Background: an optimization exercise with open tools, aiming at small area, a short achievable clock period and few clock cycles per item. Do not read the settings as production practice.
RTL that was checked went through simulation tests only; none was proved equivalent to the original.
Power figures rest on the tool's default switching activity, not on a simulated workload.

## job 101
==> flow/design.v (excerpt) <==
module fpalu (
    input  wire        clk,
    input  wire        rst,           
    input  wire        in_valid,
    output wire        in_ready,
    input  wire [4:0]  in_op,
    input  wire [31:0] in_a,
    input  wire [31:0] in_b,
    output reg         out_valid,
    output reg  [31:0] out_result
);
Size in the first run: ~4000 cells after synthesis, about 310 flip-flops, about 110 I/O pins, about 35000 um2 of cells after synthesis.
Settings: LEC_CHECK=0, CAP_MARGIN=20, CORE_MARGIN=2, CORE_UTILIZATION=55, CTS_CLUSTER_DIAMETER=150, CTS_CLUSTER_SIZE=20, SLEW_MARGIN=20; clock period 22.0 ns.
standard.sh (not shown) runs the stock make flow with config.mk's settings and CLKGATE_MAP_FILE= SYNTH_SCRIPT=/design/flow/synth_recipe.tcl, a recipe that flattens the netlist after the stock synthesis.
==> flow/flow/run.sh <==
#!/bin/bash
# The standard layout (bash standard.sh: the standard flow's synthesis and ORFS flow), with
# two changes to how the layout is optimised; the clock, its period and the
# constraints are the design's own:
#  - the timing repair after placement, CTS and global routing aims for
#    16.65 ns of setup slack instead of 0, so it sizes the longest paths for
#    a clock of about 5.35 ns;
#  - every input and output port still gets its own buffer, but a buf_2
#    instead of the delay cell buffer_ports picks by default.
# The make output goes to standard_flow.log, each tool's own log to
# orfs/logs/.
set -euo pipefail
export SETUP_SLACK_MARGIN=16.65
export BUFFER_PORTS_ARGS="-buffer_cell sky130_fd_sc_hd__buf_2"
bash standard.sh > standard_flow.log 2>&1
--- input diff job 101..job 102 ---
diff --git a/flow/design.v b/flow/design.v
--- a/flow/design.v
+++ b/flow/design.v
@@ -1287,62 +1287,62 @@
     wire [47:0] t0, t1;
     fpalu_mul_tree u_tree (
         .ma ({1'b1, a[22:0]}),
         .mb ({1'b1, b[22:0]}),
         .r0 (t0),
         .r1 (t1)
     );
-    wire [18:0] t_lo = {1'b0, t0[17:0]} + {1'b0, t1[17:0]};
+    wire [15:0] t_lo = {1'b0, t0[14:0]} + {1'b0, t1[14:0]};
     wire [9:0] e0   = {2'b00, a[30:23]} + {2'b00, b[30:23]} - 10'd127;
     wire       bad0 = e0[9] || (e0 == 10'd0) || (e0 > 10'd254);
     wire       bad1 = e0[9] || (e0 > 10'd253);
     reg        v1;
     reg        add1, mul1;
     reg        inc1;
     reg        s1, sub1;
     reg [7:0]  e1;
     reg [22:0] fb1, fs1;
     reg [4:0]  sh1;
-    reg [29:0] p0, p1;
+    reg [32:0] p0, p1;
     reg        pc1;
     reg        bad0_1, bad1_1;
     always @(posedge clk) begin
         if (rst) v1 <= 1'b0;
         else     v1 <= v0;
         add1   <= is_add && !done;
         mul1   <= is_mul && !done;
         inc1   <= byp_inc;
         s1     <= is_mul ? (a[31] ^ b[31]) : od_s;
         e1     <= is_mul ? e0[7:0] : od_e;
         sub1   <= od_sub;
         fb1    <= done ? byp[22:0] : od_fb;
         fs1    <= done ? {14'd0, byp[31:23]} : od_fs;
         sh1    <= od_sh;
-        p0     <= t0[47:18];
-        p1     <= t1[47:18];
-        pc1    <= t_lo[18];
+        p0     <= t0[47:15];
+        p1     <= t1[47:15];
+        pc1    <= t_lo[15];
         bad0_1 <= bad0;
         bad1_1 <= bad1;
     end
     wire [28:0] x_sum;
     fpalu_add_sum u_sum (
         .f_big (fb1),
         .f_sml (fs1),
         .shamt (sh1),
         .sub   (sub1),
         .x_sum (x_sum)
     );
-    wire [29:0] pq;
-    fpalu_adder #(.W(30)) u_padd (
+    wire [32:0] pq;
+    fpalu_adder #(.W(33)) u_padd (
         .a  (p0),
         .b  (p1),
         .ci (pc1),
         .s  (pq)
     );
-    wire [24:0] ph    = pq[29:5];
+    wire [24:0] ph    = pq[32:8];
     wire [7:0]  me    = ph[24] ? e1 + 8'd1 : e1;
     wire [22:0] mfrac = ph[24] ? ph[23:1] : ph[22:0];
     wire        mbad  = ph[24] ? bad1_1 : bad0_1;
     wire [31:0] mul_res = mbad ? SENT : {s1, me, mfrac};
     wire [31:0] word = mul1 ? mul_res : {fs1[8:0], fb1};
     reg        v2;
     reg        pass2, inc2;
==> results.txt <==
Every stage of the flow completed for job 102, and the final layout passed the timing, design-rule and antenna checks. Compared with job 101, job 102 shows a number of cells in the design after placement that is 1.2% higher. Between job 101 and job 102, the difference in switching power share of the total is negligible. Job 102 against job 101: post-layout worst setup margin increased by 0.038 ns relative to the old numbers, via count decreased by about 0.54% relative to the old numbers. Post-synthesis mux area share: job 101 and job 102 compared, higher one is job 101.
Testbench counts of job 102, summed over its fixed seeds: cycles 40,040, items 40,000.
The RTL of job 101 was laid out without a check of its function.


fpalu, a different RTL version from the one above (not shown whole).
Size: ~4,100 cells after synthesis, about 310 flip-flops, about 110 I/O pins, ~35,000 um2 of cells after synthesis.
==> module fpalu_intround, before the edit <==
module fpalu_intround (
    input  wire [31:0] a,
    input  wire        is_floor,
    input  wire        is_ceil,    
    output wire [31:0] y,
    output wire        inc
);
    wire       s = a[31];
    wire [7:0] e = a[30:23];
    wire is_small = (e < 8'd127);    
    wire [7:0]  ip    = e - 8'd127;
    wire [22:0] fmask = (ip[7:5] != 3'd0) ? 23'd0 : (23'h7FFFFF >> ip[4:0]);
    wire has_frac = |(a[22:0] & fmask);
    wire [22:0] half = fmask ^ {1'b0, fmask[22:1]};
    wire        k1   = |(a[22:0] & half);
    wire        k0   = |(a[22:0] & {1'b0, half[22:1]});
    wire up = is_floor ? 1'b0 : is_ceil ? has_frac : (k1 & (k0 | s));
    wire one = is_floor ? s : is_ceil ? ~s : ((e == 8'd126) & (a[22] | s));
    assign y   = is_small ? (one ? {s, 31'h3F800000} : 32'h00000000) :
                 up       ? {s, a[30:23], a[22:0] | fmask} :
                            {s, a[30:23], a[22:0] & ~fmask};
    assign inc = ~is_small & up;
endmodule
Settings: LEC_CHECK=0, CAP_MARGIN=20, CORE_MARGIN=2, CORE_UTILIZATION=55, CTS_CLUSTER_DIAMETER=200, CTS_CLUSTER_SIZE=25, SLEW_MARGIN=20; clock period 22.0 ns.
Scripts as last shown in full above: flow/flow/run.sh
Testbench counts at the start, summed over its fixed seeds: cycles 40,040, items 40,000.
Next try:
--- a/flow/design.v
+++ b/flow/design.v
@@ -1151,14 +1151,20 @@
 );
     wire       s = a[31];
     wire [7:0] e = a[30:23];
     wire is_small = (e < 8'd127);    
-    wire [7:0]  ip    = e - 8'd127;
-    wire [22:0] fmask = (ip[7:5] != 3'd0) ? 23'd0 : (23'h7FFFFF >> ip[4:0]);
+    reg [22:0] fmask, half, below;
+    integer j;
+    always @(*) begin
+        for (j = 0; j < 23; j = j + 1) begin
+            fmask[j] = (e < 8'd150 - j);
+            half[j]  = (e == 8'd149 - j);
+            below[j] = (e == 8'd148 - j);
+        end
+    end
     wire has_frac = |(a[22:0] & fmask);
-    wire [22:0] half = fmask ^ {1'b0, fmask[22:1]};
-    wire        k1   = |(a[22:0] & half);
-    wire        k0   = |(a[22:0] & {1'b0, half[22:1]});
+    wire k1 = |(a[22:0] & half);
+    wire k0 = |(a[22:0] & below);
     wire up = is_floor ? 1'b0 : is_ceil ? has_frac : (k1 & (k0 | s));
     wire one = is_floor ? s : is_ceil ? ~s : ((e == 8'd126) & (a[22] | s));
     assign y   = is_small ? (one ? {s, 31'h3F800000} : 32'h00000000) :
                  up       ? {s, a[30:23], a[22:0] | fmask} :
- area after synthesis is about the same
- global-route usage went down by 1.6 points
- worst setup slack improved by 28 ps
- register-to-register slack improved by 30 ps
- wire length went down by about 5.5%
- cell area barely changes
- total power went down by 1.5%
- clock skew went down by 15 ps
Testbench counts after the change, summed over its fixed seeds: cycles 40,040, items 40,000.

-- re-timing with driven ports --
How much do the figures lean on ideal ports? The routed layouts below were timed once more, with nothing changed but the port constraints.
Step 1: set_driving_cell puts a clkbuf_16 on clk and a buf_2 on each other input, an assumption about the parent block.
Step 2 also shifts input and output timing later by t, the mid clock arrival at the registers, as if the neighbouring blocks saw the same clock.
Slacks: ideal / step 1 / step 2; pairs: ideal / step 1.
| run | t (ns) | setup slack, ns | hold WS [ns] | worst setup path at the end | slew at the worst register clock pin (ns) |
|---|---|---|---|---|---|
| job 101 | 0.637 | 16.583 / 16.515 / 16.762 | 0.431 / 0.431 / 0.431 | register to register | 0.10 / 0.10 |
| job 102 | 0.607 | 16.621 / 16.558 / 16.791 | 0.423 / 0.423 / 0.423 | register to register | 0.10 / 0.10 |
| the first run of note 2 | 0.609 | 16.598 / 16.531 / 16.728 | 0.451 / 0.451 / 0.451 | register to register | 0.12 / 0.12 |
| the second run of note 2 | 0.603 | 16.626 / 16.563 / 16.757 | 0.415 / 0.415 / 0.415 | register to register | 0.11 / 0.11 |
After both steps every run listed still meets setup and hold.
